Background: an optimization exercise with open tools, aiming at small area, a short achievable clock period and few clock cycles. Do not read the settings as production practice.
Function not checked in this run: the RTL went through the layout flow alone.
Power figures rest on the tool's default switching activity, not on a simulated workload.

**flow/config.mk**
```make
export PLATFORM = sky130hd
export DESIGN_NAME = cine_tp
export DESIGN_NICKNAME = cine_tp
export VERILOG_FILES = /design/flow/design.v
export SDC_FILE = /design/flow/constraint.sdc
export NUM_CORES = 4
export LEC_CHECK = 0
export CAP_MARGIN = 20
export CORE_MARGIN = 2
export CORE_UTILIZATION = 40
export SLEW_MARGIN = 20
```
**flow/constraint.sdc**
```tcl
create_clock -name core_clock -period 8.0 [get_ports {clk}]
set_input_delay 1.6000 -clock core_clock [delete_from_list [all_inputs] [get_ports {clk}]]
set_output_delay 1.6000 -clock core_clock [all_outputs]
set_load 0.01 [all_outputs]
```
**flow/design.v**
```verilog
module cine_div (
    input  wire        clk,
    input  wire        rst,
    input  wire        start,
    input  wire [31:0] dividend,
    input  wire [31:0] divisor,
    output reg         done,
    output wire [31:0] quotient
);
    reg [31:0] quo;      
    reg [32:0] rem;
    reg [31:0] dsr;
    reg [5:0]  count;
    reg        busy;
    wire [32:0] rem_shift = {rem[31:0], quo[31]};
    wire [32:0] rem_sub   = rem_shift - {1'b0, dsr};
    wire        fits      = !rem_sub[32];
    assign quotient = quo;
    always @(posedge clk) begin
        if (rst) begin
            quo   <= 32'd0;
            rem   <= 33'd0;
            dsr   <= 32'd0;
            count <= 6'd0;
            busy  <= 1'b0;
            done  <= 1'b0;
        end else begin
            done <= 1'b0;
            if (start) begin
                quo   <= dividend;
                rem   <= 33'd0;
                dsr   <= divisor;
                count <= 6'd32;
                busy  <= 1'b1;
            end else if (busy) begin
                rem   <= fits ? rem_sub : rem_shift;
                quo   <= {quo[30:0], fits};
                count <= count - 6'd1;
                if (count == 6'd1) begin
                    busy <= 1'b0;
                    done <= 1'b1;
                end
            end
        end
    end
endmodule
module cine_tp (
    input  wire        clk,
    input  wire        rst,
    input  wire        ev_valid,
    output wire        ev_ready,
    input  wire [1:0]  ev_kind,      
    input  wire [7:0]  ev_off,
    input  wire [31:0] ev_data,
    output reg         rd_valid,
    output reg  [31:0] rd_data,
    output wire        gate,
    output wire        frame_ready,
    output reg         eoi,
    output wire        mem_req,
    output reg  [31:0] mem_addr,
    input  wire        mem_ack,
    input  wire [15:0] mem_rdata
);
    localparam TICK_W = 16;
    localparam K_WR   = 2'd0;
    localparam K_RD   = 2'd1;
    localparam K_TICK = 2'd2;
    localparam S_IDLE = 2'd0;
    localparam S_EXEC = 2'd1;
    localparam S_DIV  = 2'd2;
    localparam S_MEM  = 2'd3;
    localparam LS_OK       = 2'd0;
    localparam LS_REJECTED = 2'd1;
    localparam LS_FAULTED  = 2'd3;
    localparam F_BADOP   = 0;
    localparam F_BADREG  = 1;
    localparam F_BADCFG  = 2;
    localparam F_DIVZERO = 3;
    localparam F_ADDR    = 6;
    localparam OP_NOP      = 8'h00;
    localparam OP_INSTALL  = 8'h01;
    localparam OP_PWM_PLAY = 8'h10;
    localparam OP_PWM_STOP = 8'h11;
    localparam OP_PRESENT  = 8'h25;
    localparam OP_PAL_MAP  = 8'h28;
    reg [1:0]  state;
    reg [1:0]  cur_kind;
    reg [7:0]  cur_off;
    reg [31:0] cur_data;
    reg        div_is_play;      
    reg [31:0] arg0, arg1, arg2, arg3, arg4;
    reg [1:0]  laststat;
    reg [31:0] result;
    reg [6:0]  fault;
    reg [TICK_W-1:0] tick_counter;
    reg [TICK_W-1:0] frame_phase;   
    reg        frame_flag;
    reg        installed;
    reg        waiting;
    reg [31:0] tick_hz;
    reg [31:0] frame_period;
    reg [31:0] pwm_index;
    reg [31:0] pwm_acc;
    reg [31:0] pwm_tps;
    reg [7:0]  pwm_duty;
    reg [7:0]  pwm_phase;
    reg        playing;
    reg        gate_q;
    reg [31:0] src_base;
    reg [31:0] src_count;
    reg [31:0] src_rate;
    reg        src_fmt;
    assign ev_ready    = (state == S_IDLE);
    assign gate        = gate_q;
    assign frame_ready = frame_flag;
    assign mem_req     = (state == S_MEM);
    wire [31:0] status = {25'd0, 1'b0, waiting, 1'b0, installed,
                          gate_q, playing, frame_flag};
    reg        reg_readable;
    reg        reg_writable;
    reg [31:0] reg_value;
    always @(*) begin
        reg_readable = 1'b1;
        reg_writable = 1'b0;
        reg_value    = 32'd0;
        case (cur_off)
            8'h00: begin reg_readable = 1'b0; reg_writable = 1'b1; end
            8'h04: reg_value = status;
            8'h08: reg_value = {30'd0, laststat};
            8'h0C: reg_value = {25'd0, fault};
            8'h10: reg_value = result;
            8'h20: begin reg_value = arg0; reg_writable = 1'b1; end
            8'h24: begin reg_value = arg1; reg_writable = 1'b1; end
            8'h28: begin reg_value = arg2; reg_writable = 1'b1; end
            8'h2C: begin reg_value = arg3; reg_writable = 1'b1; end
            8'h30: begin reg_value = arg4; reg_writable = 1'b1; end
            8'h40: reg_value = {{(32-TICK_W){1'b0}}, tick_counter};
            8'h44: reg_value = tick_hz;
            8'h48: reg_value = frame_period;
            8'h50: reg_value = pwm_index;
            8'h54: reg_value = pwm_acc;
            8'h58: reg_value = pwm_tps;
            8'h5C: reg_value = {24'd0, pwm_duty};
            8'h60: reg_value = {24'd0, pwm_phase};
            8'h64: reg_value = src_base;
            8'h68: reg_value = src_count;
            8'h6C: reg_value = src_rate;
            8'h70: reg_value = {31'd0, src_fmt};
            8'h80: reg_value = 32'd0;    
            8'h90: reg_value = 32'd0;    
            8'h94: reg_value = 32'd0;    
            8'h98: reg_value = 32'd0;    
            default: reg_readable = 1'b0;
        endcase
    end
    wire [7:0] opcode = cur_data[7:0];
    wire [7:0] opt    = cur_data[15:8];
    reg        op_legal;
    always @(*) begin
        op_legal = 1'b0;
        if (cur_data[31:16] == 16'd0) begin
            case (opcode)
                OP_NOP, OP_INSTALL, OP_PWM_STOP, OP_PRESENT, OP_PAL_MAP:
                    op_legal = (opt == 8'd0);
                OP_PWM_PLAY:
                    op_legal = (opt[7:1] == 7'd0);
                default:
                    op_legal = 1'b0;
            endcase
        end
    end
    wire [33:0] play_bytes = opt[0] ? {1'b0, arg1, 1'b0} : {2'b0, arg1};
    wire [33:0] play_end   = {2'b0, arg0} + play_bytes;
    wire        play_addr_bad = (play_end > 34'h1_0000_0000);
    wire [7:0] pal_r = arg0[7:0];
    wire [7:0] pal_g = arg0[15:8];
    wire [7:0] pal_b = arg0[23:16];
    wire [2:0] pal_rc = (pal_r > 8'd5) ? 3'd5 : pal_r[2:0];
    wire [2:0] pal_gc = (pal_g > 8'd5) ? 3'd5 : pal_g[2:0];
    wire [2:0] pal_bc = (pal_b > 8'd5) ? 3'd5 : pal_b[2:0];
    wire [7:0] pal_index = (pal_rc == 3'd5 && pal_gc == 3'd5 && pal_bc == 3'd5)
                           ? 8'd255
                           : 8'd36 * pal_rc + 8'd6 * pal_gc + {5'd0, pal_bc};
    reg         div_start;
    reg  [31:0] div_dividend;
    reg  [31:0] div_divisor;
    wire        div_done;
    wire [31:0] div_quotient;
    cine_div u_div (
        .clk      (clk),
        .rst      (rst),
        .start    (div_start),
        .dividend (div_dividend),
        .divisor  (div_divisor),
        .done     (div_done),
        .quotient (div_quotient)
    );
    wire [TICK_W-1:0] tick_next  = tick_counter + 1'b1;
    wire [TICK_W:0]   phase_next = {1'b0, frame_phase} + 1'b1;
    wire              frame_hit  = (tick_next == {TICK_W{1'b0}}) ||
                                   ({{(31-TICK_W){1'b0}}, phase_next} == frame_period);
    wire [31:0] acc_next   = pwm_acc + 32'd1;
    wire        advance    = (acc_next >= pwm_tps);
    wire [31:0] index_next = pwm_index + 32'd1;
    wire        at_end     = (index_next >= src_count);
    wire [31:0] sample_addr = src_base + (src_fmt ? {index_next[30:0], 1'b0} : index_next);
    wire [15:0] sample16  = mem_rdata + 16'h8000;
    wire [7:0]  new_duty  = src_fmt ? sample16[15:8] : mem_rdata[7:0];
    wire [7:0]  phase_inc = pwm_phase + 8'd1;
    always @(posedge clk) begin
        if (rst) begin
            state        <= S_IDLE;
            cur_kind     <= K_WR;
            cur_off      <= 8'd0;
            cur_data     <= 32'd0;
            div_is_play  <= 1'b0;
            div_start    <= 1'b0;
            div_dividend <= 32'd0;
            div_divisor  <= 32'd0;
            arg0         <= 32'd0;
            arg1         <= 32'd0;
            arg2         <= 32'd0;
            arg3         <= 32'd0;
            arg4         <= 32'd0;
            laststat     <= LS_OK;
            result       <= 32'd0;
            fault        <= 7'd0;
            tick_counter <= {TICK_W{1'b0}};
            frame_phase  <= {TICK_W{1'b0}};
            frame_flag   <= 1'b0;
            installed    <= 1'b0;
            waiting      <= 1'b0;
            tick_hz      <= 32'd1000;
            frame_period <= 32'd16;
            pwm_index    <= 32'd0;
            pwm_acc      <= 32'd0;
            pwm_tps      <= 32'd1;
            pwm_duty     <= 8'd0;
            pwm_phase    <= 8'd0;
            playing      <= 1'b0;
            gate_q       <= 1'b0;
            src_base     <= 32'd0;
            src_count    <= 32'd0;
            src_rate     <= 32'd0;
            src_fmt      <= 1'b0;
            rd_valid     <= 1'b0;
            rd_data      <= 32'd0;
            eoi          <= 1'b0;
            mem_addr     <= 32'd0;
        end else begin
            rd_valid  <= 1'b0;
            eoi       <= 1'b0;
            div_start <= 1'b0;
            case (state)
            S_IDLE: begin
                if (ev_valid) begin
                    cur_kind <= ev_kind;
                    cur_off  <= ev_off;
                    cur_data <= ev_data;
                    state    <= S_EXEC;
                end
            end
            S_EXEC: begin
                state <= S_IDLE;
                case (cur_kind)
                K_RD: begin
                    rd_valid <= 1'b1;
                    if (cur_off[1:0] == 2'b00 && reg_readable) begin
                        rd_data <= reg_value;
                    end else begin
                        rd_data <= 32'd0;
                        fault[F_BADREG] <= 1'b1;
                    end
                end
                K_WR: begin
                    if (cur_off[1:0] != 2'b00 || !reg_writable) begin
                        fault[F_BADREG] <= 1'b1;
                    end else if (cur_off == 8'h20) begin
                        arg0 <= cur_data;
                    end else if (cur_off == 8'h24) begin
                        arg1 <= cur_data;
                    end else if (cur_off == 8'h28) begin
                        arg2 <= cur_data;
                    end else if (cur_off == 8'h2C) begin
                        arg3 <= cur_data;
                    end else if (cur_off == 8'h30) begin
                        arg4 <= cur_data;
                    end else if (!op_legal) begin
                        fault[F_BADOP] <= 1'b1;
                        laststat       <= LS_FAULTED;
                    end else begin
                        case (opcode)
                        OP_INSTALL: begin
                            if (installed) begin
                                laststat <= LS_REJECTED;
                            end else if (arg0 < 32'd60) begin
                                fault[F_BADCFG] <= 1'b1;
                                laststat        <= LS_FAULTED;
                            end else begin
                                div_start    <= 1'b1;
                                div_dividend <= arg0;
                                div_divisor  <= 32'd60;
                                div_is_play  <= 1'b0;
                                state        <= S_DIV;
                            end
                        end
                        OP_PWM_PLAY: begin
                            if (arg2 == 32'd0) begin
                                fault[F_DIVZERO] <= 1'b1;
                                laststat         <= LS_FAULTED;
                            end else if (play_addr_bad) begin
                                fault[F_ADDR] <= 1'b1;
                                laststat      <= LS_FAULTED;
                            end else begin
                                div_start    <= 1'b1;
                                div_dividend <= tick_hz;
                                div_divisor  <= arg2;
                                div_is_play  <= 1'b1;
                                state        <= S_DIV;
                            end
                        end
                        OP_PWM_STOP: begin
                            pwm_index <= 32'd0;
                            pwm_acc   <= 32'd0;
                            pwm_phase <= 8'd0;
                            playing   <= 1'b0;
                            gate_q    <= 1'b0;
                            laststat  <= LS_OK;
                        end
                        OP_PRESENT: begin
                            if (frame_flag) begin
                                frame_flag <= 1'b0;
                                laststat   <= LS_OK;
                            end else begin
                                waiting <= 1'b1;
                            end
                        end
                        OP_PAL_MAP: begin
                            result   <= {24'd0, pal_index};
                            laststat <= LS_OK;
                        end
                        default: begin   
                            laststat <= LS_OK;
                        end
                        endcase
                    end
                end
                K_TICK: begin
                    if (installed) begin
                        tick_counter <= tick_next;
                        if (frame_hit) begin
                            frame_phase <= {TICK_W{1'b0}};
                            if (waiting) begin
                                waiting    <= 1'b0;
                                frame_flag <= 1'b0;
                                laststat   <= LS_OK;
                            end else begin
                                frame_flag <= 1'b1;
                            end
                        end else begin
                            frame_phase <= phase_next[TICK_W-1:0];
                        end
                        if (playing) begin
                            if (advance) begin
                                pwm_acc   <= 32'd0;
                                pwm_index <= index_next;
                                if (at_end) begin
                                    playing <= 1'b0;
                                    gate_q  <= 1'b0;
                                    eoi     <= 1'b1;
                                end else begin
                                    mem_addr <= sample_addr;
                                    state    <= S_MEM;
                                end
                            end else begin
                                pwm_acc   <= acc_next;
                                pwm_phase <= phase_inc;
                                gate_q    <= (phase_inc < pwm_duty);
                                eoi       <= 1'b1;
                            end
                        end else begin
                            eoi <= 1'b1;
                        end
                    end
                end
                default: ;
                endcase
            end
            S_DIV: begin
                if (div_done) begin
                    state    <= S_IDLE;
                    laststat <= LS_OK;
                    if (div_is_play) begin
                        src_base  <= arg0;
                        src_count <= arg1;
                        src_rate  <= arg2;
                        src_fmt   <= opt[0];
                        pwm_tps   <= (div_quotient == 32'd0) ? 32'd1 : div_quotient;
                        pwm_index <= 32'd0;
                        pwm_acc   <= 32'd0;
                        pwm_phase <= 8'd0;
                        playing   <= 1'b1;
                    end else begin
                        tick_hz      <= arg0;
                        frame_period <= div_quotient;
                        installed    <= 1'b1;
                    end
                end
            end
            S_MEM: begin
                if (mem_ack) begin
                    state     <= S_IDLE;
                    pwm_duty  <= new_duty;
                    pwm_phase <= phase_inc;
                    gate_q    <= (phase_inc < new_duty);
                    eoi       <= 1'b1;
                end
            end
            default: state <= S_IDLE;
            endcase
        end
    end
endmodule
```
**flow/run.sh**
```bash
#!/bin/bash
# synth_recipe.tcl (not shown) runs the flow's synth.tcl, then flattens the netlist and writes it again
# the make line also repeats each setting of config.mk as NAME=value (left out here)
make -C /OpenROAD-flow-scripts/flow DESIGN_CONFIG=/design/flow/config.mk WORK_HOME=/design/flow/orfs CLKGATE_MAP_FILE= SYNTH_SCRIPT=/design/flow/synth_recipe.tcl finish
```
==> run summary <==
- Status: complete, no violations
- Mux cell area share after synthesis: 5.745%
- Final Skew: 34.03 ps
- Post-synthesis compound-gate area fraction: 21.42%
- Peak supply drop: 0.1506 mV
- Synth Area in XOR/XNOR: 3.879%
- Critical Path Slowest Stage Cell: a21bo_2
- I/O pin cnt: 132
- PwrDens: 191.7 mW/mm^2
- DR iter-0 viols: 5,592
- Layout area overhead: 12.88%
- Root Buffer: clkbuf_16
- Mapped Area: 0.04177 mm^2
- Lkg Pwr: 17.49 nW
- Min-delay worst type: flip-flop to flip-flop
- Gr ovfl total: 0
- Clk Latency, worst-skew pair: 680 ps
- Main combinational cell family by area after synthesis: compound AO/OA/AOI/OAI gates
- Routed WL: 170.9 mm
- Asr flop ratio synth: 0%
- WHS: 454.7 ps
- Commonest cells in the netlist: 940 x nand2_1, 765 x dfxtp_1, 604 x a21oi_1
- Post-CTS Hold Buffers: 0
- Simple-Gate Fraction of Synth Area: 20.85%
- Clk buf depth: 3
- Pin count of the biggest net entering global routing: 187
- Fraction of final layout cells sized beyond drive strength 1: 6.383%
- Post-layout min period: 6353 ps
- Synth warn: 2
- Prevailing post-synth register cell: dfxtp_1
- Hold Vio Cnt, Final: 0
- CTS tree: done
- Final setup fails: 0
- Vias in the first global route: 37,920
- Syn nets: 5,555
- Fin Setup TNS: 0 ps
- GRT Resource Usage Total: 31.09%
- CP endpoint kind: flip-flop
- Dpl hpwl: 118.3 mm
- Reg clk slew, reported paths: 60 ps
- Number of antenna violations at the first check in global routing: 6
- Nets: 5,494
- Die width: 327.2 um
- Floorplan die height: 327.2 um
- Vias/cell: 6.061
- Maximum clock rate: 0.1574 GHz
- Seq/Total Area, Yosys: 36.66%
- Unrepaired setup endpoints after global routing: false
- Most frequent cell after synthesis: nand2_1
- CTS Buf Count: 89
- Area leader, netlist: dfxtp_1
- Number of synthesized flops with an enable pin: 0
- WS Path Type: flip-flop to flip-flop
- Actual slew at the worst max-slew pin: 1217 ps
- Synth area leaders: dfxtp_1 37%, nand2_1 8.4%, a21oi_1 7.2%
- I/O Buffers: 131
- Slowest Stage Delay on Critical Path: 880 ps
- Max Cap Violations: 0
- Worst Path Max Fanout: 31
- Placed cell count: 6,518
- Final worst setup slack: 1647 ps
- Non-filler cells, final: 6,678
- Max H-tree Level: 3
- RePlAce Congestion: 0.9918
- Req. time, crit path: 8520 ps
- Setup Fix Bufs, Post-CTS: 0
- Initial Util: 40.36%
- Wire length per cell: 25.59 um
- Final worst-path cycle share: 79.41%
- Mapped Cells: 5,290
- FF+latch count, synth: 765
- Total clock sinks: 765
- Dpl ws: 1819 ps
- CTS resizes: 0
- Drt pass-1 iters: 7
- Top cell by count, worst path: a21o_1
- Die ar.: 0.1070 mm^2
- Crit-path cells: and3_1, and3_1, nand4_1, nor2_1, and3_1, nand3_1, xnor2_1, ha_1, a21o_1, a21o_1, a21o_1, a21o_1, a21o_1, a21o_1, a21o_1, a221oi_1, buf_4, nor2_1, a21bo_2, buf_4, mux2i_1, nor2_1
- Mean Syn Cell Area: 7.897 um^2
- Post-route DRC: 0
- Top-area cell type share of the netlist area: 36.66%
- Synth Area in Adders: 6.215%
- Fin. max-slew vios: 0
- Remaining antenna violation count: 0
- CP Launch Type: flip-flop
- Max_slew headroom: 18.26%
- First-pass GRT wire length: 252.1 mm
- Worst path arrival time: 6870 ps
- Distinct cells, synth: 95
- Row cnt: 118
- Via count: 40,470
- CORE AREA: 0.1035 mm^2
flip-flops by register name, indices dropped and copies added, names as in the netlist, 16 cells and up:
name          count
arg0             32
arg1             32
arg2             32
arg3             32
arg4             32
cur_data         32
div_dividend     32
div_divisor      32
frame_period     32
mem_addr         32
pwm_acc          32
pwm_index        32
pwm_tps          32
rd_data          32
src_base         32
src_count        32
src_rate         32
tick_hz          32
u_div.dsr        32
u_div.quo        32
u_div.rem        32
frame_phase      16
tick_counter     16
cell usage in the layout (no fill, tap or decap), types with 59 or more instances in the layout:
cell type        instances
nor3_1                  80
mux2i_1                182
dfxtp_1                761
a22oi_1                166
nand2_1                937
nand3_1                104
xor2_1                  70
a21oi_1                604
buf_4                   68
clkbuf_16               91
a22o_1                  59
ha_1                   197
clkdlybuf4s50_1        130
inv_1                  202
xnor2_1                113
nor2_1                 418
nand4_1                 69
a21o_1                  69
o21ai_0                129
layer usage:
| metal | global-route usage [%] | vias up | part of all wire [%] |
|---|---|---|---|
| met3 | 6.952 | 428 | 11 |
| li1 | - | 18610 | - |
| met4 | 14.23 | 4 | 5.1 |
| met2 | 47.06 | 2172 | 43 |
| met1 | 42.07 | 19260 | 41 |
| met5 | 0 | - | 0.015 |
area by class of cell:
| class | count | area [um^2] |
|---|---|---|
| tap | 1380 | 1727 |
| timing repair buffer | 201 | 1867 |
| fill | 10350 | 56340 |
| antenna | 3 | 7.507 |
| clock inverter | 28 | 444.2 |
| sequential | 765 | 15320 |
| inverter | 204 | 765.7 |
| multi-input combinational | 3968 | 24440 |
| clock buffer | 129 | 2580 |
worst max-delay path, delay by kind of cell, from the launching register on:
kind / cells / cell delay (ps)
compound gates: 9 / 2290
xor+xnor: 1 / 250
fa+ha+maj: 1 / 300
buf+inv: 2 / 540
flops: 1 / 430
mux: 1 / 200
simple gates: 8 / 2120
path summary, 6_finish.rpt:
kind	start	end	slack (ps)	cells after the start
min reg2reg	arg3[3]	arg3[3]	450	2
min	arg3[3]	arg3[3]	450	2
max	pwm_acc[2]	mem_addr[2]	1650	22
max reg2reg	pwm_acc[2]	mem_addr[2]	1650	22
kinds of logic after synthesis:
| family | after synthesis |
|---|---|
| AND/OR/NAND/NOR | 1949 |
| AO/OA/AOI/OAI | 1397 |
| flip-flops | 765 |
| buffers and inverters | 557 |
| multiplexers | 233 |
| adder cells (fa/ha/maj) | 204 |
| XOR/XNOR | 185 |
power breakdown:
part	switching [mW]	internal [mW]
registers	0.125	3.86
clock network	1.73	2.58
logic	0.534	0.209
metrics by stage:
step | utilization [%] | power [mW] | cell area (um^2)
2_1_floorplan | - | 4.441 | 41770
3_5_place_dp | 42.63 | 4.783 | 44120
5_1_grt | 45.55 | 9.272 | 47150
4_1_cts | 45.55 | 9.053 | 47150
3_3_place_gp | 42.62 | 4.779 | 44110
6_report | 45.56 | 9.037 | 47150

-- port drivers added, routing unchanged --
The results above use ideal ports. As a check the final layout listed here was re-extracted and re-timed, cells and wires unchanged.
Step 1: set_driving_cell puts a clkbuf_16 on clk and a buf_2 on each other input, an assumption about the parent block.
Step 2 times the ports against the registers' clock, not the clock port: input delays grow and output delays shrink by t, the midpoint of the rising clock arrivals with the driver on.
Three values: ideal, step 1, step 2; two values: the first two.
t (ns): 0.742
slack for setup (ns): 1.647 / 1.647 / 1.647
worst setup path at the end: register to register
clock arrival spread, ns: 0.036 / 0.035
worst register clock-pin slew, ns: 0.06 / 0.06
After both steps setup and hold are still met in this run. For this run, drivers alone change the setup slack by 0.000 ns; drivers and shift together by 0.000 ns.
